Context: an optimization exercise on an open-source flow, tuned for small area. The choices shown serve that exercise and are no tape-out recipe. The RTL was checked by simulation tests, not by an equivalence proof against the original design. No activity file was given, so power comes from the tool's default toggle rates.

==> design/flow/design.v <==
module gg_scramble (
  input  wire [1:0]  sys,
  input  wire        long,
  input  wire [23:0] a,
  input  wire [15:0] v,
  input  wire [7:0]  c,
  output wire [39:0] s
);
  wire [3:0] a0 = {v[7], v[2:0]};
  wire [3:0] a1 = {a[7], v[6:4]};
  wire [3:0] a2 = {long, a[6:4]};
  wire [3:0] a3 = {a[3], a[14:12]};
  wire [3:0] a4 = {a[11], a[2:0]};
  wire [3:0] a5 = {long ? c[3] : v[3], a[10:8]};
  wire [3:0] a6 = {c[7], c[2:0]};
  wire [3:0] a7 = {v[3], c[6:4]};
  wire [3:0] b0 = v[7:4];
  wire [3:0] b1 = v[3:0];
  wire [3:0] b2 = a[15:12];
  wire [3:0] b3 = a[7:4];
  wire [3:0] b4 = {a[9:8], a[23:22]};
  wire [3:0] b5 = {a[21:20], a[3:2]};
  wire [3:0] b6 = {a[1:0], a[19:18]};
  wire [3:0] b7 = {a[17:16], a[11:10]};
  wire [4:0] c0 = v[7:3];
  wire [4:0] c1 = {v[2:0], a[15:14]};
  wire [4:0] c2 = a[13:9];
  wire [4:0] c3 = {a[8], a[23:20]};
  wire [4:0] c4 = {a[19:16], v[12]};
  wire [4:0] c5 = {v[11:8], v[15]};
  wire [4:0] c6 = {v[14:13], a[7:5]};
  wire [4:0] c7 = a[4:0];
  wire [3:0] d0 = v[7:4];
  wire [3:0] d1 = v[3:0];
  wire [3:0] d2 = a[11:8];
  wire [3:0] d3 = a[7:4];
  wire [3:0] d4 = a[3:0];
  wire [3:0] d5 = ~a[15:12];
  wire [7:0] dx = c ^ 8'hBA;
  wire [7:0] dr = {dx[5:0], dx[7:6]};    
  wire [3:0] d6 = dr[7:4];
  wire [3:0] d7 = dr[7:4] ^ 4'h8;
  wire [3:0] d8 = dr[3:0];
  reg [3:0] n [0:7];
  integer i;
  always @* begin
    case (sys)
      2'd0: begin n[0]=a0; n[1]=a1; n[2]=a2; n[3]=a3; n[4]=a4; n[5]=a5; n[6]=a6; n[7]=a7; end
      2'd1: begin n[0]=b0; n[1]=b1; n[2]=b2; n[3]=b3; n[4]=b4; n[5]=b5; n[6]=b6; n[7]=b7; end
      2'd2: begin n[0]=c0[3:0]; n[1]=c1[3:0]; n[2]=c2[3:0]; n[3]=c3[3:0];
                  n[4]=c4[3:0]; n[5]=c5[3:0]; n[6]=c6[3:0]; n[7]=c7[3:0]; end
      default: begin n[0]=d0; n[1]=d1; n[2]=d2; n[3]=d3; n[4]=d4; n[5]=d5; n[6]=d6; n[7]=d7; end
    endcase
  end
  wire [7:0] hi_c = {c7[4], c6[4], c5[4], c4[4], c3[4], c2[4], c1[4], c0[4]};
  wire [7:0] hi   = sys[0] ? {4'd0, d8} : hi_c;
  genvar k;
  generate
    for (k = 0; k < 8; k = k + 1) begin : g_slot
      assign s[5*k +: 5] = {hi[k], n[k]};
    end
  endgenerate
endmodule
module gg_unscramble (
  input  wire [1:0]  sys,
  input  wire        long,
  input  wire [39:0] s,
  output reg  [23:0] a,
  output reg  [15:0] v,
  output reg  [7:0]  c
);
  wire [3:0] n0 = s[3:0],   n1 = s[8:5],   n2 = s[13:10], n3 = s[18:15];
  wire [3:0] n4 = s[23:20], n5 = s[28:25], n6 = s[33:30], n7 = s[38:35];
  wire [4:0] N0 = s[4:0],   N1 = s[9:5],   N2 = s[14:10], N3 = s[19:15];
  wire [4:0] N4 = s[24:20], N5 = s[29:25], N6 = s[34:30], N7 = s[39:35];
  wire [3:0] n8 = {s[19], s[14], s[9], s[4]};
  wire [7:0] dr = {n8[1:0], n6, n8[3:2]} ^ 8'hBA;
  always @* begin
    case (sys)
      2'd0: begin
        a = {9'd0, n3[2:0], n4[3], n5[2:0], n1[3], n2[2:0], n3[3], n4[2:0]};
        v = {8'd0, n0[3], n1[2:0], long ? n7[3] : n5[3], n0[2:0]};
        c = long ? {n6[3], n7[2:0], n5[3], n6[2:0]} : 8'd0;
      end
      2'd1: begin
        a = {n4[1:0], n5[3:2], n6[1:0], n7[3:2], n2, n7[1:0], n4[3:2], n3, n5[1:0], n6[3:2]};
        v = {8'd0, n0, n1};
        c = 8'd0;
      end
      2'd2: begin
        a = {N3[3:0], N4[4:1], N1[1:0], N2, N3[4], N6[2:0], N7};
        v = {N5[0], N6[4:3], N4[0], N5[4:1], N0, N1[4:2]};
        c = 8'd0;
      end
      default: begin
        a = {8'd0, ~n5, n2, n3, n4};
        v = {8'd0, n0, n1};
        c = long ? dr : 8'd0;
      end
    endcase
  end
endmodule
module gg_char_decode (input wire [1:0] sys, input wire [7:0] ch, output wire [4:0] idx, output wire ok);
  wire new_n17, new_n18, new_n19, new_n20, new_n21, new_n22, new_n23, new_n24, new_n25, new_n26, new_n27, new_n28, new_n29, new_n30, new_n31, new_n32, new_n33, new_n34, new_n35, new_n36, new_n37, new_n38, new_n39, new_n40, new_n41, new_n42, new_n43, new_n44, new_n45, new_n46, new_n47, new_n48, new_n49, new_n50, new_n51, new_n52, new_n53, new_n54, new_n55, new_n56, new_n57, new_n58, new_n59, new_n60, new_n61, new_n62, new_n63, new_n64, new_n65, new_n66, new_n67, new_n68, new_n69, new_n70, new_n71, new_n72, new_n73, new_n74, new_n75, new_n76, new_n77, new_n78, new_n79, new_n80, new_n81, new_n82, new_n83, new_n84, new_n85, new_n86, new_n87, new_n88, new_n90, new_n91, new_n92, new_n93, new_n94, new_n95, new_n96, new_n97, new_n98, new_n99, new_n100, new_n101, new_n102, new_n103, new_n104, new_n105, new_n106, new_n107, new_n108, new_n109, new_n110, new_n111, new_n112, new_n113, new_n114, new_n116, new_n117, new_n118, new_n119, new_n120, new_n121, new_n122, new_n123, new_n124, new_n125, new_n126, new_n127, new_n128, new_n129, new_n130, new_n131, new_n132, new_n133, new_n135, new_n136, new_n137, new_n138, new_n139, new_n140, new_n141, new_n142, new_n143, new_n144, new_n145, new_n146, new_n147, new_n148, new_n150;
  assign new_n17 = ch[0] & ~ch[1];
  assign new_n18 = ~ch[2] & ~ch[4];
  assign new_n19 = ~ch[1] & new_n18;
  assign new_n20 = ~ch[3] & ~ch[4];
  assign new_n21 = ~new_n19 & ~new_n20;
  assign new_n22 = ~sys[0] & ~new_n21;
  assign new_n23 = ~ch[2] & ~ch[3];
  assign new_n24 = ch[4] & ~new_n23;
  assign new_n25 = ch[6] & ~new_n24;
  assign new_n26 = ~ch[1] & ~ch[2];
  assign new_n27 = ~sys[0] & ~new_n26;
  assign new_n28 = ~ch[3] & ~new_n27;
  assign new_n29 = ~ch[6] & ~new_n28;
  assign new_n30 = ~new_n25 & ~new_n29;
  assign new_n31 = ~new_n22 & ~new_n30;
  assign new_n32 = new_n17 & new_n31;
  assign new_n33 = ch[2] & ch[3];
  assign new_n34 = ch[4] & ~new_n33;
  assign new_n35 = ~new_n25 & ~new_n34;
  assign new_n36 = ~ch[7] & ~new_n35;
  assign new_n37 = ch[0] & ch[4];
  assign new_n38 = new_n23 & new_n37;
  assign new_n39 = ~new_n23 & ~new_n37;
  assign new_n40 = ch[1] & ~new_n39;
  assign new_n41 = ~new_n38 & new_n40;
  assign new_n42 = ~ch[0] & ~ch[4];
  assign new_n43 = ~new_n33 & new_n42;
  assign new_n44 = ~sys[0] & ch[6];
  assign new_n45 = ~sys[1] & new_n44;
  assign new_n46 = ~new_n43 & new_n45;
  assign new_n47 = ~new_n41 & new_n46;
  assign new_n48 = new_n36 & new_n47;
  assign new_n49 = ~new_n32 & new_n48;
  assign new_n50 = ~new_n23 & ~new_n33;
  assign new_n51 = ~new_n17 & new_n50;
  assign new_n52 = ~new_n20 & ~new_n51;
  assign new_n53 = new_n49 & new_n52;
  assign new_n54 = ch[1] & ~new_n18;
  assign new_n55 = ~new_n19 & ~new_n54;
  assign new_n56 = sys[0] & ch[2];
  assign new_n57 = ~ch[4] & new_n56;
  assign new_n58 = ~ch[3] & ~new_n57;
  assign new_n59 = ~new_n55 & ~new_n58;
  assign new_n60 = ~ch[0] & ch[1];
  assign new_n61 = new_n23 & ~new_n60;
  assign new_n62 = ~ch[0] & ch[2];
  assign new_n63 = ~new_n61 & ~new_n62;
  assign new_n64 = ~new_n59 & ~new_n63;
  assign new_n65 = ~ch[0] & ch[6];
  assign new_n66 = new_n59 & ~new_n65;
  assign new_n67 = new_n42 & new_n61;
  assign new_n68 = ~ch[3] & new_n17;
  assign new_n69 = new_n44 & ~new_n68;
  assign new_n70 = ch[5] & ~ch[6];
  assign new_n71 = ~new_n20 & ~new_n70;
  assign new_n72 = ~new_n69 & new_n71;
  assign new_n73 = ~new_n67 & ~new_n72;
  assign new_n74 = ~new_n66 & new_n73;
  assign new_n75 = new_n36 & new_n74;
  assign new_n76 = sys[0] & ~sys[1];
  assign new_n77 = new_n75 & new_n76;
  assign new_n78 = ~new_n64 & new_n77;
  assign new_n79 = sys[1] & new_n75;
  assign new_n80 = ch[1] & new_n24;
  assign new_n81 = ~new_n20 & ~new_n26;
  assign new_n82 = ~new_n80 & new_n81;
  assign new_n83 = ch[6] & ~new_n82;
  assign new_n84 = ~ch[0] & ~new_n83;
  assign new_n85 = ch[0] & new_n83;
  assign new_n86 = ~new_n84 & ~new_n85;
  assign new_n87 = new_n79 & new_n86;
  assign new_n88 = ~new_n78 & ~new_n87;
  assign idx[0] = new_n53 | ~new_n88;
  assign new_n90 = ch[0] & ~ch[3];
  assign new_n91 = ~new_n26 & new_n90;
  assign new_n92 = ~ch[0] & ch[3];
  assign new_n93 = ~new_n90 & ~new_n92;
  assign new_n94 = ~new_n62 & new_n93;
  assign new_n95 = ~ch[6] & ~new_n60;
  assign new_n96 = ~new_n94 & new_n95;
  assign new_n97 = ~new_n91 & ~new_n96;
  assign new_n98 = new_n77 & ~new_n97;
  assign new_n99 = ~new_n24 & ~new_n62;
  assign new_n100 = new_n49 & ~new_n99;
  assign new_n101 = ~sys[0] & ~ch[1];
  assign new_n102 = sys[0] & ch[1];
  assign new_n103 = ~new_n101 & ~new_n102;
  assign new_n104 = ch[0] & new_n20;
  assign new_n105 = ch[4] & ch[6];
  assign new_n106 = ~new_n92 & new_n105;
  assign new_n107 = ~new_n104 & ~new_n106;
  assign new_n108 = ~new_n103 & new_n107;
  assign new_n109 = ~new_n102 & ~new_n107;
  assign new_n110 = ~new_n62 & ~new_n101;
  assign new_n111 = new_n109 & new_n110;
  assign new_n112 = ~new_n108 & ~new_n111;
  assign new_n113 = new_n79 & ~new_n112;
  assign new_n114 = ~new_n100 & ~new_n113;
  assign idx[1] = new_n98 | ~new_n114;
  assign new_n116 = ~new_n101 & new_n107;
  assign new_n117 = ~new_n109 & ~new_n116;
  assign new_n118 = ch[2] & ~new_n117;
  assign new_n119 = ~ch[2] & new_n117;
  assign new_n120 = ~new_n118 & ~new_n119;
  assign new_n121 = new_n105 & ~new_n120;
  assign new_n122 = ~new_n105 & new_n120;
  assign new_n123 = new_n79 & ~new_n122;
  assign new_n124 = ~new_n121 & new_n123;
  assign new_n125 = ch[3] & ~new_n62;
  assign new_n126 = ch[1] & ~new_n125;
  assign new_n127 = new_n50 & new_n93;
  assign new_n128 = ~new_n126 & ~new_n127;
  assign new_n129 = new_n49 & ~new_n128;
  assign new_n130 = ~ch[4] & ~new_n17;
  assign new_n131 = ~new_n51 & ~new_n130;
  assign new_n132 = new_n77 & new_n131;
  assign new_n133 = ~new_n129 & ~new_n132;
  assign idx[2] = new_n124 | ~new_n133;
  assign new_n135 = new_n31 & new_n79;
  assign new_n136 = ~new_n49 & ~new_n77;
  assign new_n137 = ~sys[0] & new_n62;
  assign new_n138 = ~new_n65 & ~new_n90;
  assign new_n139 = ~new_n23 & ~new_n138;
  assign new_n140 = ~new_n137 & new_n139;
  assign new_n141 = ch[1] & ~new_n140;
  assign new_n142 = new_n26 & new_n92;
  assign new_n143 = ~sys[0] & ~ch[2];
  assign new_n144 = ch[6] & new_n17;
  assign new_n145 = ~new_n143 & new_n144;
  assign new_n146 = ~new_n142 & ~new_n145;
  assign new_n147 = ~new_n141 & new_n146;
  assign new_n148 = ~new_n136 & ~new_n147;
  assign idx[3] = new_n135 | new_n148;
  assign new_n150 = ~sys[0] & ~new_n25;
  assign idx[4] = new_n79 & new_n150;
  assign ok = new_n79 | ~new_n136;
endmodule
module gg_hex_decode (input wire [7:0] ch, output wire [3:0] idx, output wire ok);
  wire new_n14, new_n15, new_n16, new_n17, new_n18, new_n19, new_n20, new_n21, new_n22, new_n23, new_n24, new_n25, new_n26, new_n27, new_n29, new_n30, new_n32, new_n33, new_n34, new_n36, new_n38;
  assign new_n14 = ~ch[1] & ~ch[2];
  assign new_n15 = ~ch[6] & new_n14;
  assign new_n16 = ~ch[0] & new_n14;
  assign new_n17 = ~ch[3] & ~new_n16;
  assign new_n18 = ~new_n15 & ~new_n17;
  assign new_n19 = ch[0] & ch[6];
  assign new_n20 = ch[1] & new_n19;
  assign new_n21 = ch[2] & new_n20;
  assign new_n22 = ch[4] & ch[5];
  assign new_n23 = ~ch[6] & ~new_n22;
  assign new_n24 = ch[4] & ch[6];
  assign new_n25 = ~ch[7] & ~new_n24;
  assign new_n26 = ~new_n23 & new_n25;
  assign new_n27 = ~new_n21 & new_n26;
  assign ok = ~new_n18 & new_n27;
  assign new_n29 = ~ch[0] & ~ch[6];
  assign new_n30 = ~new_n19 & ~new_n29;
  assign idx[0] = ok & new_n30;
  assign new_n32 = ~ch[1] & ~new_n19;
  assign new_n33 = ~ch[3] & ~new_n20;
  assign new_n34 = ~new_n32 & new_n33;
  assign idx[1] = new_n26 & new_n34;
  assign new_n36 = ~ch[2] & ~new_n20;
  assign idx[2] = ok & ~new_n36;
  assign new_n38 = ~ch[3] & ~ch[6];
  assign idx[3] = ok & ~new_n38;
endmodule
module gg_char_encode (input wire [1:0] sys, input wire en, input wire [4:0] grp, output wire [6:0] ch);
  wire new_n16, new_n17, new_n18, new_n19, new_n20, new_n21, new_n22, new_n23, new_n24, new_n25, new_n26, new_n27, new_n28, new_n29, new_n30, new_n31, new_n32, new_n33, new_n34, new_n35, new_n36, new_n37, new_n38, new_n39, new_n40, new_n41, new_n42, new_n43, new_n44, new_n45, new_n46, new_n47, new_n48, new_n49, new_n50, new_n51, new_n52, new_n53, new_n54, new_n55, new_n56, new_n57, new_n58, new_n59, new_n60, new_n62, new_n63, new_n64, new_n65, new_n66, new_n67, new_n68, new_n69, new_n70, new_n71, new_n72, new_n73, new_n74, new_n75, new_n76, new_n77, new_n78, new_n79, new_n80, new_n81, new_n82, new_n83, new_n84, new_n85, new_n86, new_n87, new_n88, new_n89, new_n90, new_n91, new_n92, new_n93, new_n94, new_n95, new_n96, new_n98, new_n99, new_n100, new_n101, new_n102, new_n103, new_n104, new_n105, new_n106, new_n107, new_n108, new_n109, new_n110, new_n111, new_n112, new_n113, new_n114, new_n115, new_n116, new_n117, new_n119, new_n120, new_n121, new_n122, new_n123, new_n124, new_n125, new_n126, new_n127, new_n128, new_n129, new_n130, new_n131, new_n132, new_n133, new_n134, new_n135, new_n136, new_n137, new_n138, new_n139, new_n142;
  assign new_n16 = sys[0] & en;
  assign new_n17 = sys[1] & ~grp[1];
  assign new_n18 = grp[3] & ~new_n17;
  assign new_n19 = grp[0] & ~new_n18;
  assign new_n20 = ~sys[1] & grp[1];
  assign new_n21 = grp[2] & new_n20;
  assign new_n22 = ~grp[1] & ~grp[2];
  assign new_n23 = ~grp[0] & grp[3];
  assign new_n24 = ~new_n22 & new_n23;
  assign new_n25 = ~new_n21 & ~new_n24;
  assign new_n26 = ~new_n19 & new_n25;
  assign new_n27 = new_n16 & ~new_n26;
  assign new_n28 = ~sys[0] & en;
  assign new_n29 = grp[2] & grp[3];
  assign new_n30 = new_n20 & new_n29;
  assign new_n31 = grp[0] & ~new_n30;
  assign new_n32 = grp[1] & grp[2];
  assign new_n33 = ~new_n22 & ~new_n32;
  assign new_n34 = sys[1] & grp[4];
  assign new_n35 = ~new_n33 & new_n34;
  assign new_n36 = sys[1] & grp[3];
  assign new_n37 = ~new_n20 & ~new_n36;
  assign new_n38 = ~new_n35 & new_n37;
  assign new_n39 = ~new_n31 & ~new_n38;
  assign new_n40 = new_n28 & ~new_n39;
  assign new_n41 = ~new_n27 & ~new_n40;
  assign new_n42 = new_n23 & new_n33;
  assign new_n43 = grp[2] & ~grp[3];
  assign new_n44 = ~new_n23 & ~new_n43;
  assign new_n45 = ~new_n33 & new_n44;
  assign new_n46 = ~new_n42 & ~new_n45;
  assign new_n47 = ~sys[1] & ~new_n46;
  assign new_n48 = ~new_n22 & new_n36;
  assign new_n49 = sys[0] & ~new_n48;
  assign new_n50 = ~sys[0] & grp[3];
  assign new_n51 = ~grp[3] & new_n32;
  assign new_n52 = ~new_n50 & ~new_n51;
  assign new_n53 = new_n34 & ~new_n52;
  assign new_n54 = ~new_n49 & ~new_n53;
  assign new_n55 = ~new_n47 & ~new_n54;
  assign new_n56 = ~grp[2] & grp[3];
  assign new_n57 = ~sys[1] & grp[2];
  assign new_n58 = ~new_n56 & ~new_n57;
  assign new_n59 = new_n19 & new_n58;
  assign new_n60 = ~new_n55 & new_n59;
  assign ch[0] = ~new_n41 & ~new_n60;
  assign new_n62 = ~grp[1] & new_n58;
  assign new_n63 = new_n26 & new_n62;
  assign new_n64 = grp[0] & new_n29;
  assign new_n65 = ~grp[1] & ~grp[4];
  assign new_n66 = new_n64 & new_n65;
  assign new_n67 = new_n28 & ~new_n66;
  assign new_n68 = grp[1] & ~new_n29;
  assign new_n69 = ~new_n58 & new_n68;
  assign new_n70 = ~sys[1] & ~grp[2];
  assign new_n71 = new_n23 & new_n70;
  assign new_n72 = new_n32 & new_n34;
  assign new_n73 = grp[0] & ~grp[3];
  assign new_n74 = ~new_n17 & new_n73;
  assign new_n75 = ~new_n72 & ~new_n74;
  assign new_n76 = ~new_n71 & new_n75;
  assign new_n77 = ~new_n69 & new_n76;
  assign new_n78 = new_n67 & new_n77;
  assign new_n79 = ~new_n63 & new_n78;
  assign new_n80 = ~new_n33 & new_n36;
  assign new_n81 = ~sys[1] & ~grp[1];
  assign new_n82 = new_n29 & new_n81;
  assign new_n83 = ~new_n80 & ~new_n82;
  assign new_n84 = sys[1] & ~grp[2];
  assign new_n85 = new_n24 & ~new_n84;
  assign new_n86 = new_n83 & new_n85;
  assign new_n87 = grp[3] & new_n81;
  assign new_n88 = ~new_n24 & new_n87;
  assign new_n89 = sys[1] & grp[1];
  assign new_n90 = ~new_n23 & new_n89;
  assign new_n91 = new_n70 & new_n73;
  assign new_n92 = ~new_n90 & ~new_n91;
  assign new_n93 = ~new_n88 & new_n92;
  assign new_n94 = ~new_n86 & new_n93;
  assign new_n95 = en & ~new_n67;
  assign new_n96 = ~new_n94 & new_n95;
  assign ch[1] = new_n79 | new_n96;
  assign new_n98 = ~new_n42 & ~new_n56;
  assign new_n99 = ~grp[0] & ~grp[2];
  assign new_n100 = ~new_n98 & ~new_n99;
  assign new_n101 = grp[0] & grp[1];
  assign new_n102 = new_n57 & ~new_n101;
  assign new_n103 = new_n16 & ~new_n84;
  assign new_n104 = ~new_n102 & new_n103;
  assign new_n105 = ~new_n100 & new_n104;
  assign new_n106 = ~new_n67 & ~new_n105;
  assign new_n107 = grp[3] & ~new_n20;
  assign new_n108 = ~grp[2] & ~new_n34;
  assign new_n109 = ~new_n107 & new_n108;
  assign new_n110 = new_n101 & new_n109;
  assign new_n111 = new_n34 & new_n43;
  assign new_n112 = ~new_n74 & ~new_n111;
  assign new_n113 = ~new_n109 & new_n112;
  assign new_n114 = ~new_n110 & ~new_n113;
  assign new_n115 = new_n83 & ~new_n114;
  assign new_n116 = ~new_n106 & new_n115;
  assign new_n117 = new_n98 & new_n105;
  assign ch[2] = new_n116 | new_n117;
  assign new_n119 = new_n47 & new_n73;
  assign new_n120 = new_n98 & new_n107;
  assign new_n121 = new_n20 & ~new_n64;
  assign new_n122 = ~new_n91 & new_n121;
  assign new_n123 = ~new_n34 & ~new_n122;
  assign new_n124 = ~new_n120 & new_n123;
  assign new_n125 = ~new_n119 & new_n124;
  assign new_n126 = grp[2] & new_n125;
  assign new_n127 = ~grp[4] & new_n84;
  assign new_n128 = ~sys[0] & ~new_n72;
  assign new_n129 = ~new_n127 & new_n128;
  assign new_n130 = ~new_n47 & new_n129;
  assign new_n131 = grp[3] & ~new_n130;
  assign new_n132 = ~grp[3] & new_n130;
  assign new_n133 = ~new_n131 & ~new_n132;
  assign new_n134 = ~new_n126 & new_n133;
  assign new_n135 = ~new_n105 & ~new_n113;
  assign new_n136 = new_n22 & new_n36;
  assign new_n137 = ~new_n50 & ~new_n136;
  assign new_n138 = ~new_n135 & new_n137;
  assign new_n139 = en & ~new_n138;
  assign ch[3] = ~new_n134 & new_n139;
  assign ch[5] = en & new_n55;
  assign new_n142 = new_n28 & ~new_n125;
  assign ch[4] = ch[5] | new_n142;
  assign ch[6] = en & ~new_n55;
endmodule
module gg_hex_encode (input wire en, input wire [3:0] grp, output wire [6:0] ch);
  wire new_n13, new_n14, new_n16, new_n18, new_n20, new_n21, new_n22, new_n23, new_n24, new_n26;
  assign new_n13 = ~grp[1] & ~grp[2];
  assign new_n14 = en & grp[3];
  assign ch[6] = ~new_n13 & new_n14;
  assign new_n16 = ~grp[0] & ~ch[6];
  assign ch[4] = en & ~ch[6];
  assign new_n18 = grp[0] & ~ch[4];
  assign ch[0] = ~new_n16 & ~new_n18;
  assign new_n20 = ~grp[0] & grp[3];
  assign new_n21 = grp[1] & ~new_n20;
  assign new_n22 = ~grp[1] & new_n20;
  assign new_n23 = grp[2] & new_n22;
  assign new_n24 = ~new_n21 & ~new_n23;
  assign ch[1] = en & ~new_n24;
  assign new_n26 = en & grp[2];
  assign ch[2] = ~new_n22 & new_n26;
  assign ch[3] = new_n13 & new_n14;
  assign ch[5] = ch[4];
endmodule
module ggcodec (
  input  wire        clk,
  input  wire        rst,         
  input  wire        start,       
  input  wire [3:0]  cmd,         
  input  wire [71:0] code_in,     
  input  wire [3:0]  len_in,
  input  wire [31:0] addr_in,
  input  wire [31:0] val_in,
  input  wire [31:0] cmp_in,
  input  wire        cmpp_in,
  output reg  [1:0]  status,
  output wire [23:0] r_addr,
  output wire [15:0] r_val,
  output wire [7:0]  r_cmp,
  output wire        r_hascmp,
  output wire [71:0] r_code,      
  output wire [3:0]  r_len
);
  localparam [1:0] SYS_A = 2'd0, SYS_B = 2'd1, SYS_C = 2'd2, SYS_D = 2'd3;
  wire [1:0] op  = cmd[3:2];
  wire [1:0] sys = cmd[1:0];
  wire text_in   = ~op[0];           
  wire [4:0] grp [0:8];
  wire [8:0] ch_ok;
  genvar i;
  generate
    for (i = 0; i < 8; i = i + 1) begin : g_cdec
      gg_char_decode u_cdec (
        .sys (sys),
        .ch  (code_in[8*i +: 8]),
        .idx (grp[i]),
        .ok  (ch_ok[i])
      );
    end
  endgenerate
  wire [3:0] grp8;
  gg_hex_decode u_cdec8 (.ch (code_in[71:64]), .idx (grp8), .ok (ch_ok[8]));
  assign grp[8] = {1'b0, grp8};
  reg len_ok, txt_long;
  always @* begin
    len_ok   = 1'b0;
    txt_long = 1'b0;
    case (sys)
      SYS_A: begin
        if (len_in == 4'd6) len_ok = 1'b1;
        if (len_in == 4'd8) begin len_ok = 1'b1; txt_long = 1'b1; end
      end
      SYS_B, SYS_C: begin
        if (len_in == 4'd8) len_ok = 1'b1;
      end
      default: begin
        if (len_in == 4'd6) len_ok = 1'b1;
        if (len_in == 4'd9) begin len_ok = 1'b1; txt_long = 1'b1; end
      end
    endcase
  end
  wire chars_ok = (&ch_ok[5:0]) && (len_in[2:0] == 3'd6 || (ch_ok[6] && ch_ok[7])) &&
                  (len_in != 4'd9 || ch_ok[8]);
  wire text_ok  = len_ok && chars_ok;
  reg tag_ok;
  always @* begin
    case (sys)
      SYS_A:   tag_ok = (grp[2][3] == txt_long);
      SYS_D:   tag_ok = !txt_long || (grp[7][3:0] == (grp[6][3:0] ^ 4'h8));
      default: tag_ok = 1'b1;
    endcase
  end
  wire [39:0] s_txt;
  generate
    for (i = 0; i < 8; i = i + 1) begin : g_tslot
      if (i < 4) begin : g_lo
        assign s_txt[5*i +: 5] = {sys[0] ? grp[8][i] : grp[i][4], grp[i][3:0]};
      end else if (i < 7) begin : g_hi
        assign s_txt[5*i +: 5] = grp[i];
      end else begin : g_7
        assign s_txt[5*i +: 5] = {(sys == SYS_C) ? grp[i][4] : txt_long, grp[i][3:0]};
      end
    end
  endgenerate
  wire a_hi0 = (addr_in[31:24] == 8'd0);
  wire v_hi0 = (val_in[31:16] == 16'd0);
  wire v_b0  = (val_in[15:8] == 8'd0);
  wire c_ok  = !cmpp_in || (cmp_in[31:8] == 24'd0);
  reg raw_ok;
  always @* begin
    case (sys)
      SYS_A:   raw_ok = a_hi0 && addr_in[23:15] == 9'd0 && v_hi0 && v_b0 && c_ok;
      SYS_B:   raw_ok = !cmpp_in && a_hi0 && v_hi0 && v_b0;
      SYS_C:   raw_ok = !cmpp_in && a_hi0 && v_hi0;
      default: raw_ok = a_hi0 && addr_in[23:16] == 8'd0 && v_hi0 && v_b0 && c_ok;
    endcase
  end
  wire [39:0] s_scr;
  gg_scramble u_scr (
    .sys (sys), .long (cmpp_in),
    .a (addr_in[23:0]), .v (val_in[15:0]), .c (cmp_in[7:0]),
    .s (s_scr)
  );
  wire [39:0] s_raw = {(sys == SYS_C) ? s_scr[39] : cmpp_in, s_scr[38:0]};
  wire valid = text_in ? (text_ok && (op[1] ? tag_ok : 1'b1)) : raw_ok;
  reg [39:0] s_q;
  reg [1:0]  sys_q;
  reg        text_q;        
  always @(posedge clk) begin
    if (rst)
      status <= 2'd0;
    else if (start)
      status <= {~valid, valid | text_in};
  end
  always @(posedge clk) begin
    if (start) begin
      s_q    <= text_in ? s_txt : s_raw;
      sys_q  <= sys;
      text_q <= ~(op[1] ^ op[0]);
    end
  end
  wire long_q = (sys_q != SYS_C) && s_q[39];
  wire ok     = status == 2'd1;
  wire txt_en = ok && text_q;
  wire raw_en = ok && !text_q;
  wire [23:0] u_a;
  wire [15:0] u_v;
  wire [7:0]  u_c;
  gg_unscramble u_uns (.sys (sys_q), .long (long_q), .s (s_q), .a (u_a), .v (u_v), .c (u_c));
  assign r_addr   = raw_en ? u_a : 24'd0;
  assign r_val    = raw_en ? u_v : 16'd0;
  assign r_cmp    = raw_en ? u_c : 8'd0;
  assign r_hascmp = ok && long_q;
  reg [3:0] t_len;
  always @* begin
    case (sys_q)
      SYS_A:   t_len = long_q ? 4'd8 : 4'd6;
      SYS_B:   t_len = 4'd8;
      SYS_C:   t_len = 4'd8;
      default: t_len = long_q ? 4'd9 : 4'd6;
    endcase
  end
  assign r_len = txt_en ? t_len : 4'd0;
  wire en8 = txt_en && (t_len != 4'd6);
  wire en9 = txt_en && (t_len == 4'd9);
  generate
    for (i = 0; i < 8; i = i + 1) begin : g_cenc
      wire [6:0] ch;
      wire en = (i < 6) ? txt_en : en8;
      gg_char_encode u_cenc (.sys (sys_q), .en (en), .grp (s_q[5*i +: 5]), .ch (ch));
      assign r_code[8*i +: 8] = en ? {1'b0, ch} : 8'd0;
    end
  endgenerate
  wire [6:0] ch8;
  gg_hex_encode u_cenc8 (.en (en9), .grp ({s_q[19], s_q[14], s_q[9], s_q[4]}), .ch (ch8));
  assign r_code[71:64] = en9 ? {1'b0, ch8} : 8'd0;
endmodule
==> design/flow/flow/run.sh <==
#!/bin/bash
# Own layout flow: the standard layout, except that synthesis maps the
# logic with an area-only ABC script (flow/synth.tcl, flow/area.abc) and
# the port buffers are the smallest buffer. Each step's full output goes
# to a log file of its own in the work folder.
set -euo pipefail
W=$(pwd)
export AREA_ABC_SCRIPT=$W/flow/area.abc
# The synthesis script must be synth_recipe.tcl's, with only abc changed.
diff <(tail -n +2 synth_recipe.tcl) <(grep -v '^#' flow/synth.tcl | sed -n '/^source/,$p') > diff_synth.log 2>&1 || true
bash standard.sh SYNTH_SCRIPT=$W/flow/synth.tcl ADDER_MAP_FILE= synth > synth.log 2>&1
bash standard.sh SYNTH_SCRIPT=$W/flow/synth.tcl ADDER_MAP_FILE= \
  "BUFFER_PORTS_ARGS=-buffer_cell sky130_fd_sc_hd__buf_1" finish > layout.log 2>&1
==> design/flow/flow/area.abc <==
strash
dch -f
amap
strash
dch -f
amap
topo
==> design/flow/flow/synth.tcl <==
# synth_recipe.tcl with an area-only ABC mapping: every abc call of ORFS's
# synthesis script gets flow/area.abc as its script (no buffering or
# sizing for delay; the placer repairs slew and capacitance).
proc synth {args} { yosys synth -nofsm -noshare {*}$args }
proc abc {args} {
  set i [lsearch -exact $args -script]
  if { $i >= 0 } { lset args [expr {$i + 1}] $::env(AREA_ABC_SCRIPT) }
  set j [lsearch -exact $args -D]
  if { $j >= 0 } { set args [lreplace $args $j [expr {$j + 1}]] }
  set k [lsearch -exact $args -constr]
  if { $k >= 0 } { set args [lreplace $args $k [expr {$k + 1}]] }
  yosys abc {*}$args
}
source $::env(SCRIPTS_DIR)/synth.tcl
# left out here: clear keep_hierarchy, flatten, clean up, hide names made inside functions, write 1_2_yosys.v
==> design/flow/standard.sh <==
#!/bin/bash
# synth_recipe.tcl (not shown) runs the flow's synth.tcl, then flattens the netlist and writes it again
# the make line also repeats each setting of config.mk as NAME=value (left out here)
make -C /OpenROAD-flow-scripts/flow DESIGN_CONFIG=/design/flow/config.mk WORK_HOME=/design/flow/orfs CLKGATE_MAP_FILE= SYNTH_SCRIPT=/design/flow/synth_recipe.tcl "${@:-finish}"
==> design/flow/config.mk <==
export PLATFORM = sky130hd
export DESIGN_NAME = ggcodec
export DESIGN_NICKNAME = ggcodec
export VERILOG_FILES = /design/flow/design.v
export SDC_FILE = /design/flow/constraint.sdc
export NUM_CORES = 4
export LEC_CHECK = 0
export CAP_MARGIN = 20
export CORE_MARGIN = 2
export CORE_UTILIZATION = 35
export SLEW_MARGIN = 20
==> design/flow/constraint.sdc <==
create_clock -name core_clock -period 8.0 [get_ports {clk}]
set_input_delay 1.6000 -clock core_clock [delete_from_list [all_inputs] [get_ports {clk}]]
set_output_delay 1.6000 -clock core_clock [all_outputs]
set_load 0.01 [all_outputs]
==> run summary, run 1 <==
Synthesis
The count of flip-flops with a built-in enable after synthesis is 43. The netlist area before placement is 10500 um^2. sky130_fd_sc_hd__nor2_1 is the most common cell in the netlist. The mean cell area of the mapped netlist is 5.74 um^2. The biggest area consumer among synthesized cells is sky130_fd_sc_hd__nor2_1. During synthesis, Yosys emitted a total of 4 warnings.

The number of instances in the synthesized netlist is 1834. The area share of the leading cell type in the synthesized netlist is 18.3%. The distinct cell type count of the synthesized netlist is 51.

The post-synthesis sequential area ratio is 12.6%. In the synthesized netlist, the cells that appear most often are sky130_fd_sc_hd__nor2_1, sky130_fd_sc_hd__clkinv_1, sky130_fd_sc_hd__nor3_1, sky130_fd_sc_hd__o21ai_0, sky130_fd_sc_hd__nand2_1. The most common flop cell mapped by yosys is sky130_fd_sc_hd__edfxtp_1. By area the synthesized netlist is led by sky130_fd_sc_hd__nor2_1, sky130_fd_sc_hd__edfxtp_1, sky130_fd_sc_hd__clkinv_1.

The flip-flop and latch count after synthesis is 45. The proportion of synthesized flip-flops having asynchronous set or reset is 0%.

Cells and area
After the last flow step, the layout net total stands at 2332. Relative to the synthesized area, the layout overhead comes to 17.4%. The post-route netlist has 1.35% of its cells at a drive strength greater than 1.

Placed design
The post-place setup slack is 1950 ps. Routability-driven placement finished with a final weighted congestion of 1.03. Once detailed placement completed, the half-perimeter wirelength came to 42400 um.

Port buffering added 297 buffers.

Timing
The number of hold-slack violations in the final timing report was 0. Setup repair after global routing left no endpoint under its margin. Setup violations remaining at the end of the flow were counted as 0.

Between clock sinks in the finished design, the worst skew comes to 0 ps. The setup TNS is 0 ps. The time the final worst path needs with I/O delays and setup is 6500 ps.

The post-layout worst setup margin is 1500 ps. On the final layout, the worst hold slack is 522 ps. The worst pin sits at a relative slew slack of 34.9%. The highest attainable clock frequency is 154 MHz. Of the available clock period, the critical path in the final layout requires 81.2%.

At the pin with the least slew margin, the transition time is 951 ps. The total count of max-transition violations in the final report is 0.

Floorplan
The core area is 29600 um^2. After floorplanning, the core was divided into 63 placement rows. The die boundary width is 177 um. The floorplan die area is 31500 um^2. For this configuration, the core starts out at a cell density of 35.5%.

The overall die height is 177 um. The number of ports placed on the die boundary is 307.

Min path
The start point of the worst min-delay path is status[1]$_SDFFE_PP0P_. The class of the most critical hold timing path is reg -> reg.

CTS
At the later pin of the worst-skew pair, clock insertion delay measures 280 ps. The library cell used as clock root buffer is sky130_fd_sc_hd__clkbuf_16. Buffers added to address setup during post-CTS repair amount to 0.

The clock buffer count from CTS is 5. Clock-pin slew was measured on the worst setup and hold paths at 60 ps. The H-tree generated during clock tree synthesis spans 2 levels. After clock tree synthesis, the flow added hold-fix buffers numbering 0.

The longest clock path from root to sink contains 2 buffers. The number of sinks driven by the clock tree is 45. Post-CTS repair changed the size of 0 cells. TritonCTS built the clock tree.

Routing
The first routing iteration left 2384 violations. In the routed design, unresolved DRC markers number 0. The number of vias after detailed routing is 16400.

Wires add up to 54100 um. Dividing the detail-routed wire length by the instance count gives 21.3 um. In the routed layout, each cell is associated on average with a via count of 6.46. The remaining number of nets flagged by the antenna check after routing is 0.

The first TritonRoute pass finished after 9 iterations.

Global routing
The combined global-route utilization of all metal layers is 32.8%. The number of antenna violations at the first check in global routing is 2. The number of global-route vias before repair came to 14700.

The first global-routing pass estimated 82300 um of wire. The maximum number of pins on one net before global-route repair is 66. For this run the aggregate overflow at the end of global routing stands at 0.

Critical path
The setup path with the least slack is of type reg -> out. The startpoint of the most critical setup path is status[0]$_SDFFE_PP0P_. The arrival time of data at the critical path endpoint is 4900 ps. The startpoint class of the critical path is a register. The startpoint identified for the worst register-to-register timing path is status[0]$_SDFFE_PP0P_. The required time at the endpoint of the critical path is 6400 ps. The worst setup path is captured at an output port. Along the worst path, the maximum fanout reaches 24.

Outcome
The flow ran to the end and the layout has no timing, DRC or antenna violations.

Power and ir drop
The static leakage power is 3.85 nW. The ratio of total power to cell area is 107 nW/um^2. The worst voltage drop across the vdd grid is 0.0000726 V. The total design power is 1.33 mW.

Flow run
Across the run, the number of max-cap violations was 0.
-- cells by family (layout without fill, tap and decap cells) --
group / Yosys count / in the layout / synth area share [%]
flip-flops: 45 / 45 / 12.6
AND/OR/NAND/NOR: 858 / 858 / 34.6
AO/OA/AOI/OAI: 665 / 665 / 42.9
buffers and inverters: 265 / 576 / 9.84
other: 1 / 10 / 0.0356
-- report_power, final --
group | internal, mW | switching [mW] | total [mW]
logic | 0.240 | 0.548 | 0.788
registers | 0.287 | 0.0530 | 0.340
clock network | 0.116 | 0.0829 | 0.199
total | 0.642 | 0.684 | 1.33
-- cells in the final DEF, fill, tap and decap left out, types with 11 or more instances in the layout --
master / instances
sky130_fd_sc_hd__o32a_1: 11
sky130_fd_sc_hd__nor4_1: 25
sky130_fd_sc_hd__o21ai_0: 115
sky130_fd_sc_hd__buf_4: 17
sky130_fd_sc_hd__a2111oi_0: 21
sky130_fd_sc_hd__or3_1: 15
sky130_fd_sc_hd__or4_1: 11
sky130_fd_sc_hd__o21a_1: 15
sky130_fd_sc_hd__a311oi_1: 12
sky130_fd_sc_hd__and3_1: 18
sky130_fd_sc_hd__clkinv_1: 254
sky130_fd_sc_hd__a31oi_1: 67
sky130_fd_sc_hd__buf_1: 294
sky130_fd_sc_hd__o22ai_1: 84
sky130_fd_sc_hd__a221oi_1: 18
sky130_fd_sc_hd__o22a_1: 25
sky130_fd_sc_hd__a211oi_1: 56
sky130_fd_sc_hd__nor2_1: 513
sky130_fd_sc_hd__a222oi_1: 18
sky130_fd_sc_hd__edfxtp_1: 43
sky130_fd_sc_hd__a22oi_1: 17
sky130_fd_sc_hd__a21oi_1: 110
sky130_fd_sc_hd__nand2_1: 113
sky130_fd_sc_hd__nor3_1: 133
sky130_fd_sc_hd__o32ai_1: 15
sky130_fd_sc_hd__nand3_1: 13
sky130_fd_sc_hd__a31o_1: 13
-- final cells by class --
cell class	instances	area (um^2)
Antenna cell	1	2.50
Fill cell	3270	17300
Multi-Input combinational cell	1532	8190
Tap cell	390	488
Sequential cell	45	1330
Inverter	254	953
Clock buffer	5	125
Timing Repair Buffer	314	1250
Clock inverter	3	22.5
-- layer usage --
layer	wire [um]	global-route usage [%]	vias to the layer above
met4	2180	12.8	0
met5	0	0	-
met2	23900	52.7	1344
met3	6360	4.39	157
li1	-	-	7549
met1	21600	44.2	7393
-- final timing paths --
kind,end,slack (ps),cells past startpoint
setup reg to reg,status[0]$_SDFFE_PP0P_,7310,3
setup / recovery,r_code[43],1500,13
hold / removal,status[1]$_SDFFE_PP0P_,520,2
hold reg to reg,status[1]$_SDFFE_PP0P_,520,2
-- stage by stage --
stage	area (um^2)	util (%)	instances
6_report	12400	41.7	2544
5_1_grt	12400	41.7	2544
3_5_place_dp	12200	41.2	2535
2_1_floorplan	10600	-	1842
4_1_cts	12400	41.7	2543
3_3_place_gp	12200	41.2	2535
-- state kept, by name, summed over array words and instances (netlist names) --
name	cells
s_q	40
status	2
sys_q	2
text_q	1
-- worst max-delay path: stages (launching register included) --
cell and delay, ps:
sky130_fd_sc_hd__dfxtp_1 330, sky130_fd_sc_hd__clkinv_1 70, sky130_fd_sc_hd__or2_0 280, sky130_fd_sc_hd__nor2b_1 500
sky130_fd_sc_hd__buf_4 290, sky130_fd_sc_hd__clkinv_1 740, sky130_fd_sc_hd__nor2_1 380, sky130_fd_sc_hd__clkinv_1 570
sky130_fd_sc_hd__or3_1 610, sky130_fd_sc_hd__o32ai_1 310, sky130_fd_sc_hd__nor2_1 70, sky130_fd_sc_hd__a211oi_1 230
sky130_fd_sc_hd__nor3_1 80, sky130_fd_sc_hd__buf_1 160
==> inputs of run 2 (changes only) <==
--- a/design/flow/design.v
+++ b/design/flow/design.v
@@ -2,4 +2,5 @@
   input  wire [1:0]  sys,
   input  wire        long,
+  input  wire        en,
   input  wire [23:0] a,
   input  wire [15:0] v,
@@ -42,31 +43,22 @@
   wire [3:0] d7 = dr[7:4] ^ 4'h8;
   wire [3:0] d8 = dr[3:0];
-  reg [3:0] n [0:7];
-  integer i;
-  always @* begin
-    case (sys)
-      2'd0: begin n[0]=a0; n[1]=a1; n[2]=a2; n[3]=a3; n[4]=a4; n[5]=a5; n[6]=a6; n[7]=a7; end
-      2'd1: begin n[0]=b0; n[1]=b1; n[2]=b2; n[3]=b3; n[4]=b4; n[5]=b5; n[6]=b6; n[7]=b7; end
-      2'd2: begin n[0]=c0[3:0]; n[1]=c1[3:0]; n[2]=c2[3:0]; n[3]=c3[3:0];
-                  n[4]=c4[3:0]; n[5]=c5[3:0]; n[6]=c6[3:0]; n[7]=c7[3:0]; end
-      default: begin n[0]=d0; n[1]=d1; n[2]=d2; n[3]=d3; n[4]=d4; n[5]=d5; n[6]=d6; n[7]=d7; end
-    endcase
-  end
-  wire [7:0] hi_c = {c7[4], c6[4], c5[4], c4[4], c3[4], c2[4], c1[4], c0[4]};
-  wire [7:0] hi   = sys[0] ? {4'd0, d8} : hi_c;
-  genvar k;
-  generate
-    for (k = 0; k < 8; k = k + 1) begin : g_slot
-      assign s[5*k +: 5] = {hi[k], n[k]};
-    end
-  endgenerate
+  wire sa = en && sys == 2'd0;
+  wire sb = en && sys == 2'd1;
+  wire sc = en && sys == 2'd2;
+  wire sd = en && sys == 2'd3;
+  wire [39:0] s_a = {long, a7, 1'b0, a6, 1'b0, a5, 1'b0, a4, 1'b0, a3, 1'b0, a2, 1'b0, a1, 1'b0, a0};
+  wire [39:0] s_b = {long, b7, 1'b0, b6, 1'b0, b5, 1'b0, b4, 1'b0, b3, 1'b0, b2, 1'b0, b1, 1'b0, b0};
+  wire [39:0] s_c = {c7, c6, c5, c4, c3, c2, c1, c0};
+  wire [39:0] s_d = {long, d7, 1'b0, d6, 1'b0, d5, 1'b0, d4, d8[3], d3, d8[2], d2, d8[1], d1, d8[0], d0};
+  assign s = ({40{sa}} & s_a) | ({40{sb}} & s_b) | ({40{sc}} & s_c) | ({40{sd}} & s_d);
 endmodule
 module gg_unscramble (
   input  wire [1:0]  sys,
   input  wire        long,
+  input  wire        en,
   input  wire [39:0] s,
-  output reg  [23:0] a,
-  output reg  [15:0] v,
-  output reg  [7:0]  c
+  output wire [23:0] a,
+  output wire [15:0] v,
+  output wire [7:0]  c
 );
   wire [3:0] n0 = s[3:0],   n1 = s[8:5],   n2 = s[13:10], n3 = s[18:15];
@@ -76,28 +68,23 @@
   wire [3:0] n8 = {s[19], s[14], s[9], s[4]};
   wire [7:0] dr = {n8[1:0], n6, n8[3:2]} ^ 8'hBA;
-  always @* begin
-    case (sys)
-      2'd0: begin
-        a = {9'd0, n3[2:0], n4[3], n5[2:0], n1[3], n2[2:0], n3[3], n4[2:0]};
-        v = {8'd0, n0[3], n1[2:0], long ? n7[3] : n5[3], n0[2:0]};
-        c = long ? {n6[3], n7[2:0], n5[3], n6[2:0]} : 8'd0;
-      end
-      2'd1: begin
-        a = {n4[1:0], n5[3:2], n6[1:0], n7[3:2], n2, n7[1:0], n4[3:2], n3, n5[1:0], n6[3:2]};
-        v = {8'd0, n0, n1};
-        c = 8'd0;
-      end
-      2'd2: begin
-        a = {N3[3:0], N4[4:1], N1[1:0], N2, N3[4], N6[2:0], N7};
-        v = {N5[0], N6[4:3], N4[0], N5[4:1], N0, N1[4:2]};
-        c = 8'd0;
-      end
-      default: begin
-        a = {8'd0, ~n5, n2, n3, n4};
-        v = {8'd0, n0, n1};
-        c = long ? dr : 8'd0;
-      end
-    endcase
-  end
+  wire sa  = en && sys == 2'd0;
+  wire sb  = en && sys == 2'd1;
+  wire sc  = en && sys == 2'd2;
+  wire sd  = en && sys == 2'd3;
+  wire sa8 = sa && long;
+  wire sa6 = sa && !long;
+  wire sd9 = sd && long;
+  wire [23:0] a_a = {9'd0, n3[2:0], n4[3], n5[2:0], n1[3], n2[2:0], n3[3], n4[2:0]};
+  wire [23:0] a_b = {n4[1:0], n5[3:2], n6[1:0], n7[3:2], n2, n7[1:0], n4[3:2], n3, n5[1:0], n6[3:2]};
+  wire [23:0] a_c = {N3[3:0], N4[4:1], N1[1:0], N2, N3[4], N6[2:0], N7};
+  wire [23:0] a_d = {8'd0, ~n5, n2, n3, n4};
+  wire [15:0] v_a = {8'd0, n0[3], n1[2:0], 1'b0, n0[2:0]};
+  wire [15:0] v_bd = {8'd0, n0, n1};
+  wire [15:0] v_c = {N5[0], N6[4:3], N4[0], N5[4:1], N0, N1[4:2]};
+  wire [7:0]  c_a = {n6[3], n7[2:0], n5[3], n6[2:0]};
+  assign a = ({24{sa}} & a_a) | ({24{sb}} & a_b) | ({24{sc}} & a_c) | ({24{sd}} & a_d);
+  assign v = ({16{sa}} & v_a) | ({16{sb || sd}} & v_bd) | ({16{sc}} & v_c) |
+             {12'd0, (sa8 && n7[3]) || (sa6 && n5[3]), 3'd0};
+  assign c = ({8{sa8}} & c_a) | ({8{sd9}} & dr);
 endmodule
 module gg_char_decode (input wire [1:0] sys, input wire [7:0] ch, output wire [4:0] idx, output wire ok);
@@ -514,11 +501,10 @@
     endcase
   end
-  wire [39:0] s_scr;
+  wire [39:0] s_raw;
   gg_scramble u_scr (
-    .sys (sys), .long (cmpp_in),
+    .sys (sys), .long (cmpp_in), .en (!text_in),
     .a (addr_in[23:0]), .v (val_in[15:0]), .c (cmp_in[7:0]),
-    .s (s_scr)
+    .s (s_raw)
   );
-  wire [39:0] s_raw = {(sys == SYS_C) ? s_scr[39] : cmpp_in, s_scr[38:0]};
   wire valid = text_in ? (text_ok && (op[1] ? tag_ok : 1'b1)) : raw_ok;
   reg [39:0] s_q;
@@ -533,5 +519,5 @@
   always @(posedge clk) begin
     if (start) begin
-      s_q    <= text_in ? s_txt : s_raw;
+      s_q    <= ({40{text_in}} & s_txt) | s_raw;
       sys_q  <= sys;
       text_q <= ~(op[1] ^ op[0]);
@@ -545,8 +531,8 @@
   wire [15:0] u_v;
   wire [7:0]  u_c;
-  gg_unscramble u_uns (.sys (sys_q), .long (long_q), .s (s_q), .a (u_a), .v (u_v), .c (u_c));
-  assign r_addr   = raw_en ? u_a : 24'd0;
-  assign r_val    = raw_en ? u_v : 16'd0;
-  assign r_cmp    = raw_en ? u_c : 8'd0;
+  gg_unscramble u_uns (.sys (sys_q), .long (long_q), .en (raw_en), .s (s_q), .a (u_a), .v (u_v), .c (u_c));
+  assign r_addr   = u_a;
+  assign r_val    = u_v;
+  assign r_cmp    = u_c;
   assign r_hascmp = ok && long_q;
   reg [3:0] t_len;
==> run 2 against run 1 <==
  * First-iteration DRC count shrank 5.7%
  * Register-to-register slack hardly changed
  * Non-clock buffer count down 2
  * Critical endpoint is now r_addr[17]
  * Largest power group unchanged
==> run summary, run 2 <==
Routing
The wire length on met2 is 23900 um. The first routing iteration left 2248 violations. The top routing layer in use is met4. After detailed routing, the number of remaining DRC violations is 0. The detailed-route wire length is 54000 um. The remaining number of nets flagged by the antenna check after routing is 0. The detail-routed via count per cell is 6.47. The met3 wire length is 6850 um. The number of vias after detailed routing is 16200. The detailed-routing iteration count for the pre-antenna-repair pass is 7.

After detailed routing, the average wire length per cell comes to 21.5 um. The met1 wire length is 21000 um.

Synthesis
Yosys mapped a number of flops with a built-in enable equal to 43. The commonest cells after synthesis are sky130_fd_sc_hd__nor2_1, sky130_fd_sc_hd__clkinv_1, sky130_fd_sc_hd__o21ai_0, sky130_fd_sc_hd__nor3_1, sky130_fd_sc_hd__nand2_1. The synthesized design contains 45 register bits. The mean cell area of the mapped netlist is 5.72 um^2. The post-synthesis sequential area ratio is 12.9%.

The cell area that synthesis handed to floorplanning was 10400 um^2. The distinct cell type count of the synthesized netlist is 50. The biggest area consumer among synthesized cells is sky130_fd_sc_hd__nor2_1. In the synthesized netlist the dominant register cell turns out to be sky130_fd_sc_hd__edfxtp_1.

In the post-synthesis netlist, the biggest area contributors are sky130_fd_sc_hd__nor2_1, sky130_fd_sc_hd__edfxtp_1, sky130_fd_sc_hd__clkinv_1. After technology mapping, the gate count stands at 1810. By instance count, the leading cell after synthesis is sky130_fd_sc_hd__nor2_1. The count of synthesis-stage warnings from yosys is 1. The area share of the leading cell type in the synthesized netlist is 17.9%. For this run, asynchronously set or reset flops after synthesis account for 0%.

Critical path
The worst setup path is launched from a register. The setup check on the worst reg-to-reg path leaves a slack of 7300 ps. The maximum fanout along the worst path is 30. The cell repeated most along the worst path is sky130_fd_sc_hd__clkinv_1.

The worst setup path is of the reg -> out kind. The highest-delay cell along the critical path is sky130_fd_sc_hd__nor2_1. The critical path contains buffers and inverters numbering 5 combined.

At the worst endpoint, the required time is 6400 ps. The worst setup path is captured at an output port. The source of the worst register-to-register timing path is status[0]$_SDFFE_PP0P_. The family with the most delay on the worst path is buffers and inverters.

The worst-case reg-to-reg path depth is 4. The delay contributed by the slowest stage of the critical path is 890 ps. Walking the worst path, the cells encountered are buf_4 -> clkinv_1 -> nor2_1 -> clkinv_1 -> nor2_1 -> clkinv_1 -> o22ai_1 -> buf_1. The arrival time of data at the critical path endpoint is 4270 ps. The capture instance of the worst register-to-register path is status[0]$_SDFFE_PP0P_.

Min path
The worst hold path begins at status[1]$_SDFFE_PP0P_. The worst hold path terminates at status[1]$_SDFFE_PP0P_. In this run the worst hold path is classified as reg -> reg. The number of cells on the worst hold path is 2.

CTS
The maximum buffer depth of the clock tree is 2. Clock-pin slew was measured on the worst setup and hold paths at 60 ps. TritonCTS built the clock tree. The total number of H-tree levels is 2. The number of sinks driven by the clock tree is 45.

Once the clock tree was built, the resizer swapped 0 gates to a different size. Clock latency on the worst-skew pair, taken at its later pin, is 290 ps. The quantity of hold-fixing buffers added after cts is 0. The clock buffer count from CTS is 5. The root buffer cell chosen for the clock tree is sky130_fd_sc_hd__clkbuf_16. The post-CTS repair timing setup buffer count is 0.

Floorplan
The total area inside the core boundary comes to 28900 um^2. From left edge to right edge, the die measures 176 um. The floorplan die area is 31000 um^2.

The floorplan has 62 rows. The starting utilization of the core area is 35.8%. The number of ports placed on the die boundary is 307.

The overall die height is 176 um.

Timing
The relative slew slack is 32.2%. Setup violations remaining at the end of the flow were counted as 0. The worst path in the final design needs a cycle of 5870 ps, including I/O delays and setup. The total count of max-transition violations in the final report is 0. Setup repair after global routing left no endpoint under its margin. The worst hold margin is 530 ps. The share of the cycle needed by the critical path after routing is 73.4%. After routing, the total negative slack on setup checks comes to 0 ps. Timing would allow up to 170 MHz. The post-layout worst setup margin is 2130 ps. The actual slew at the worst max-slew pin is 992 ps. The final clock skew is 0 ps. The number of hold-slack violations in the final timing report is 0.

Global routing
Global routing finished with a remaining overflow of 0. The wire length of the first global-routing pass is 82000 um. Global routing used 33.0% of the available tracks. Entering global routing, the biggest net connects 61 pins.

The number of global-route vias before repair is 14800. The number of antenna violations at the first check in global routing is 0.

Power and ir drop
The static leakage power is 3.83 nW. Power spread over the standard cell area amounts to 110 nW/um^2. Across the VDD grid, the largest voltage drop is 0.0000791 V.

The total design power is 1.35 mW.

Placed design
Timing analysis after detailed placement gives a worst setup slack of 2640 ps. The count of placed standard cells including taps is 2503. Buffers placed on the I/O ports in this run total 297. At the end of routability-driven placement, the weighted congestion stood at 1.01. The post-detailed-placement half-perimeter wirelength is 42900 um. After detailed placement, the total cell area comes to 12000 um^2.

Cells and area
The layout cell share with drive strength beyond 1 is 1.22%. Leaving out fill and tap cells, the most frequent cells in the layout are sky130_fd_sc_hd__nor2_1, sky130_fd_sc_hd__buf_1, sky130_fd_sc_hd__clkinv_1, sky130_fd_sc_hd__o21ai_0, sky130_fd_sc_hd__nor3_1. The final antenna diode count is 0.

The non-filler instance count after layout is 2511. The largest registers in the layout are s_q x40, status x2, sys_q x2. The leading cell type in the layout, fill and taps excluded is sky130_fd_sc_hd__nor2_1. The final core utilization is 42.1%. The finished cells cover 12200 um^2. The register with the most flip-flops in the layout has 40 of them. More flip-flops sit in one register than any other, and that register is s_q. After the last flow step, the layout net total stands at 2306. The post-synthesis to final-layout area growth is 17.7%.

Flow run
The reported max-cap violation count is 0.

Outcome
The run finished with no timing, DRC or antenna violations.
==> run 2: cell count changes in the layout (fill, tap and decap cells not counted), sizes merged, moves of 16 or more <==
cell    before  now
a31oi       67   46
clkinv     257  273
nor2       514  493
o21ai      115  150
o221ai       2   27
o22ai       84   64
==> run 2: cell families after synthesis <==
group           synth area share (%)
flops                           12.9
compound gates                  42.6
other cells                   0.0362
buf+inv                         10.7
simple gates                    33.9
==> run 2: where the power goes <==
| part | switching (mW) | internal [mW] | leakage (nW) |
|---|---|---|---|
| logic | 0.531 | 0.225 | 3.31 |
| clock network | 0.0887 | 0.150 | 0.0859 |
| registers | 0.0634 | 0.288 | 0.431 |
==> run 2: worst max path at each step <==
| stage | startpoint | to | slack (ps) | depth (start not counted) |
|---|---|---|---|---|
| 5_1_grt | sys_q[0]$_DFFE_PP_ | r_addr[22] | 1930 | 8 |
| 4_1_cts | sys_q[0]$_DFFE_PP_ | r_code[64] | 2310 | 10 |
| 3_3_place_gp | sys_q[0]$_DFFE_PP_ | r_code[64] | 2620 | 10 |
| 2_1_floorplan | sys_q[1]$_DFFE_PP_ | r_code[59] | 2020 | 13 |
| 6_report | sys_q[0]$_DFFE_PP_ | r_addr[17] | 2130 | 8 |
| 3_5_place_dp | cmd[0] | s_q[23]$_DFFE_PP_ | 2640 | 10 |
==> run 2: per-layer routing <==
layer | vias to the layer above | GRT usage, %
met5 | - | 0
met4 | 0 | 12.1
met3 | 183 | 5.38
met2 | 1348 | 54.5
met1 | 7298 | 43.5
li1 | 7412 | -
==> run 2: worst reg2reg max path, delay by kind of cell (launching register included) <==
kind                   cells  cell delay (ps)
flip-flops                 1              330
AND/OR/NAND/NOR            3              230
buffers and inverters      1               90
==> run 2: area by class of cell <==
class / count / area [um^2]
Clock buffer: 5 / 125
Clock inverter: 3 / 50.0
Fill cell: 3212 / 16700
Inverter: 272 / 1020
Multi-Input combinational cell: 1490 / 7950
Sequential cell: 45 / 1330
Tap cell: 384 / 480
Timing Repair Buffer: 312 / 1230
==> inputs of run 3 (changes only) <==
==> design/flow/flow/area.abc (replaced) <==
strash
dch -f
amap -F 16 -A 64 -C 4000
strash
dch -f
amap -F 16 -A 64 -C 4000
topo
==> run 3 against run 2 <==
  * Critical path type unchanged
  * Synthesized cell count fell by 9.3%
  * Die area fell by 2.8%
  * Final area fell by 2.2%
  * Critical endpoint is now r_code[59]
==> run summary, run 3 <==
Outcome
The run finished with no timing, DRC or antenna violations.

Synthesis
The combinational family with the most area after synthesis is compound AO/OA/AOI/OAI gates. The distinct cell type count of the synthesized netlist is 48. Ranked by total cell area, the synthesized netlist is headed by sky130_fd_sc_hd__edfxtp_1, sky130_fd_sc_hd__nor2_1, sky130_fd_sc_hd__o21ai_0. The count of synthesis-stage warnings from yosys is 1. Summing the areas of all xor and xnor instances in the mapped netlist gives 0% of the synthesized area. The multiplexer fraction of the synthesized cell area is 0%. The proportion of synthesized flip-flops having asynchronous set or reset is 0%. The cell area that synthesis handed to floorplanning was 10100 um^2. After Yosys synthesis, and, or, nand and nor cells account for 22.7% of the synthesized area. The count of flip-flops with a built-in enable after synthesis is 43. In this run, synthesis produced a sequential element count of 45. Ranked by instance count, the synthesized netlist is headed by sky130_fd_sc_hd__nor2_1, sky130_fd_sc_hd__clkinv_1, sky130_fd_sc_hd__o21ai_0, sky130_fd_sc_hd__a21oi_1, sky130_fd_sc_hd__nand2_1. sky130_fd_sc_hd__edfxtp_1 takes more of the synthesized area than any other cell. The post-synthesis compound-gate area fraction is 54.1%. The share of synthesized area in the top cell type comes to 12.8%. Synthesis handed over a netlist of 1641 instances. After Yosys synthesis, full adders, half adders and majority gates account for 0% of the synthesized area.

For this run, the register share of the synthesized area comes to 13.2%. In this run the mean area of a mapped cell was 6.13 um^2. Among all cell types in the netlist, the one instantiated most often is sky130_fd_sc_hd__nor2_1. The most used flip-flop cell after synthesis is sky130_fd_sc_hd__edfxtp_1.

Cells and area
The top cell types in the final layout, fill and taps aside, are sky130_fd_sc_hd__nor2_1, sky130_fd_sc_hd__buf_1, sky130_fd_sc_hd__clkinv_1, sky130_fd_sc_hd__o21ai_0, sky130_fd_sc_hd__a21oi_1. The post-route standard cell area excluding fillers is 11900 um^2. The post-synthesis to final-layout area growth is 18.5%.

The flip-flop count of the largest register after layout is 40. For this run, the post-layout net count is 2141. Cells with a size suffix above 1 make up 1.43% of the layout. In the final layout, the registers with the most flip-flops are s_q x40, status x2, sys_q x2. Counting the fill cells in the layout gives 3166. The register with the most flip-flops in the final layout is s_q.

Leaving out fill and tap cells, the most frequent cell in the layout is sky130_fd_sc_hd__nor2_1.

Timing
The actual slew at the worst max-slew pin is 983 ps. The time the final worst path needs with I/O delays and setup is 5680 ps. The number of hold-slack violations in the final timing report is 0. Setup violations remaining at the end of the flow were counted as 0. The share of the cycle needed by the critical path after routing is 71.1%.

The relative slew slack is 32.8%. The total count of max-transition violations in the final report is 0. Timing would allow up to 176 MHz. The final clock skew is 0 ps.

The setup TNS is 0 ps. Setup repair after global routing left no endpoint under its margin.

Placed design
Detailed placement finished with a half-perimeter wire length of 41600 um. Buffers placed on the I/O ports in this run total 297. The instance area after placement is 11700 um^2.

The congestion estimate from routability-driven global placement came to 1.04.

Critical path
At the worst endpoint, the required time is 6400 ps. The arrival time of data at the critical path endpoint is 4080 ps. The startpoint class of the critical path is a register. The type of destination of the critical path is an output port. The maximum fanout along the worst path is 33. The critical path in this run is classified as reg -> out.

Power and ir drop
The total design power is 1.33 mW. The worst voltage drop across the vdd grid is 0.0000701 V. In this run the power density over the cells is 112 nW/um^2. Summed over all cells, the static leakage comes to 3.42 nW.

Routing
The first detailed-routing pass ran for 13 iterations. Dividing the detail-routed via count by the number of cells gives 6.83. The count of nets left with antenna violations once routing finished came out at 0. The detailed-route wire length is 52800 um. The number of remaining DRC errors is 0. In the final routed layout, each cell accounts on average for 22.5 um. The detailed router finished its first iteration with 3361 violations. For this block, the via count after detailed routing is 16000.

CTS
The clock latency on the worst-skew pair is 280 ps. The tree is rooted in a sky130_fd_sc_hd__clkbuf_16. The total number of H-tree levels is 2. The maximum buffer depth of the clock tree is 2. The quantity of hold-fixing buffers added after cts is 0. The clock transition at the registers of the reported paths is 60 ps. TritonCTS built the clock tree. The number of sinks driven by the clock tree is 45. The number of setup buffers added after CTS is 0.

Counting the buffers created by CTS gives 5. The count of cells resized by post-cts repair is 0.

Floorplan
307 I/O pins were placed. The die covers 30100 um^2. The overall die height is 174 um. The number of rows created at floorplan is 62. The die boundary width is 174 um. The core area is 28500 um^2. The starting utilization of the core area is 35.3%.

Global routing
After global routing the overflow that remains totals 0. Entering global routing, the biggest net connects 46 pins. Global routing consumed, over all layers together, 32.8% of the routing resources.

The number of global-route vias before repair is 13900. The wire length of the first global-routing pass is 79700 um. The number of antenna violations at the first check in global routing is 5.

Flow run
Across the run, the number of max-cap violations was 0.

Min path
The class of the most critical hold timing path is reg -> reg.
==> run 3: power by group <==
| group | internal [mW] | total [mW] | switching (mW) |
|---|---|---|---|
| clock | 0.148 | 0.226 | 0.0786 |
| sequential | 0.288 | 0.361 | 0.0729 |
| combinational | 0.229 | 0.744 | 0.515 |
| total | 0.665 | 1.33 | 0.666 |
==> run 3: cell families after synthesis <==
group / count (synthesis)
other: 1
buffers and inverters: 257
AO/OA/AOI/OAI: 800
AND/OR/NAND/NOR: 538
flip-flops: 45
==> run 3: cell type report <==
cell class	count	area, um^2	area share [%]
flip-flops and latches	45	1330	11.2
diodes	3	7.51	0.0630
repair buffers	316	1260	10.6
clock buffers	6	129	1.08
inverters	246	923	7.75
well taps	384	480	4.03
clock inverters	2	38.8	0.325
multi-input cells	1347	7750	65.0
==> run 3: worst paths after layout <==
check	from	to	slack, ps	cells after the start
max	sys_q[1]$_DFFE_PP_	r_code[59]	2320	14
max reg2reg	status[1]$_SDFFE_PP0P_	status[1]$_SDFFE_PP0P_	7120	2
min	status[0]$_SDFFE_PP0P_	status[0]$_SDFFE_PP0P_	600	2
min reg2reg	status[0]$_SDFFE_PP0P_	status[0]$_SDFFE_PP0P_	600	2
==> run 3: metal layers <==
metal	track usage (%)	routed length, um
met1	43.9	20600
met2	52.6	23300
met3	6.05	6850
met4	12.0	2050
met5	0	24
==> run 3: critical path: stages, from the launching register on <==
cell and delay [ps]:
sky130_fd_sc_hd__edfxtp_1 320, sky130_fd_sc_hd__buf_4 320, sky130_fd_sc_hd__clkinv_1 560, sky130_fd_sc_hd__nor2_1 410, sky130_fd_sc_hd__clkinv_1 190, sky130_fd_sc_hd__o21ai_0 160, sky130_fd_sc_hd__o21ai_0 130, sky130_fd_sc_hd__buf_4 200
sky130_fd_sc_hd__nor2_1 190, sky130_fd_sc_hd__o211ai_1 160, sky130_fd_sc_hd__o32ai_1 370, sky130_fd_sc_hd__clkinv_1 130, sky130_fd_sc_hd__a222oi_1 350, sky130_fd_sc_hd__nor3_1 140, sky130_fd_sc_hd__buf_1 150
==> run 3: stage by stage <==
stage	setup slack [ps]	utilization [%]	hold WS (ps)	instances
after floorplan	1390	-	539	1649
after global placement	2900	41.3	586	2338
after detailed placement	2830	41.3	611	2338
after CTS	2510	41.8	617	2346
after global routing	2020	41.9	641	2348
final	2320	41.9	603	2349

[what the ideal ports hide]
How much do the figures lean on ideal ports? The routed layouts below were timed once more, with nothing changed but the port constraints.
Step 1 (the two cells are an assumption about what drives the block):
set clk [get_ports {clk}]
set_driving_cell -lib_cell sky130_fd_sc_hd__clkbuf_16 $clk
set_driving_cell -lib_cell sky130_fd_sc_hd__buf_2 [delete_from_list [all_inputs] $clk]
Step 2 times the ports against the registers' clock, not the clock port: input delays grow and output delays shrink by t, the midpoint of the rising clock arrivals with the driver on.
a / b / c = ideal ports / drivers / drivers and shift; a / b = the first two.
run | t (ns) | slack for setup (ns) | slew at the worst register clock pin (ns) | worst data-port slew with drivers (ns) | pins driven straight from the clock port
run 1 | 0.323 | 1.502 / 1.461 / 1.784 | 0.06 / 0.06 | 0.08 | 1
run 2 | 0.323 | 2.130 / 2.095 / 2.418 | 0.07 / 0.07 | 0.07 | 1
run 3 | 0.319 | 2.315 / 2.275 / 2.593 | 0.06 / 0.06 | 0.09 | 1
After both steps setup and hold are still met in every run listed.
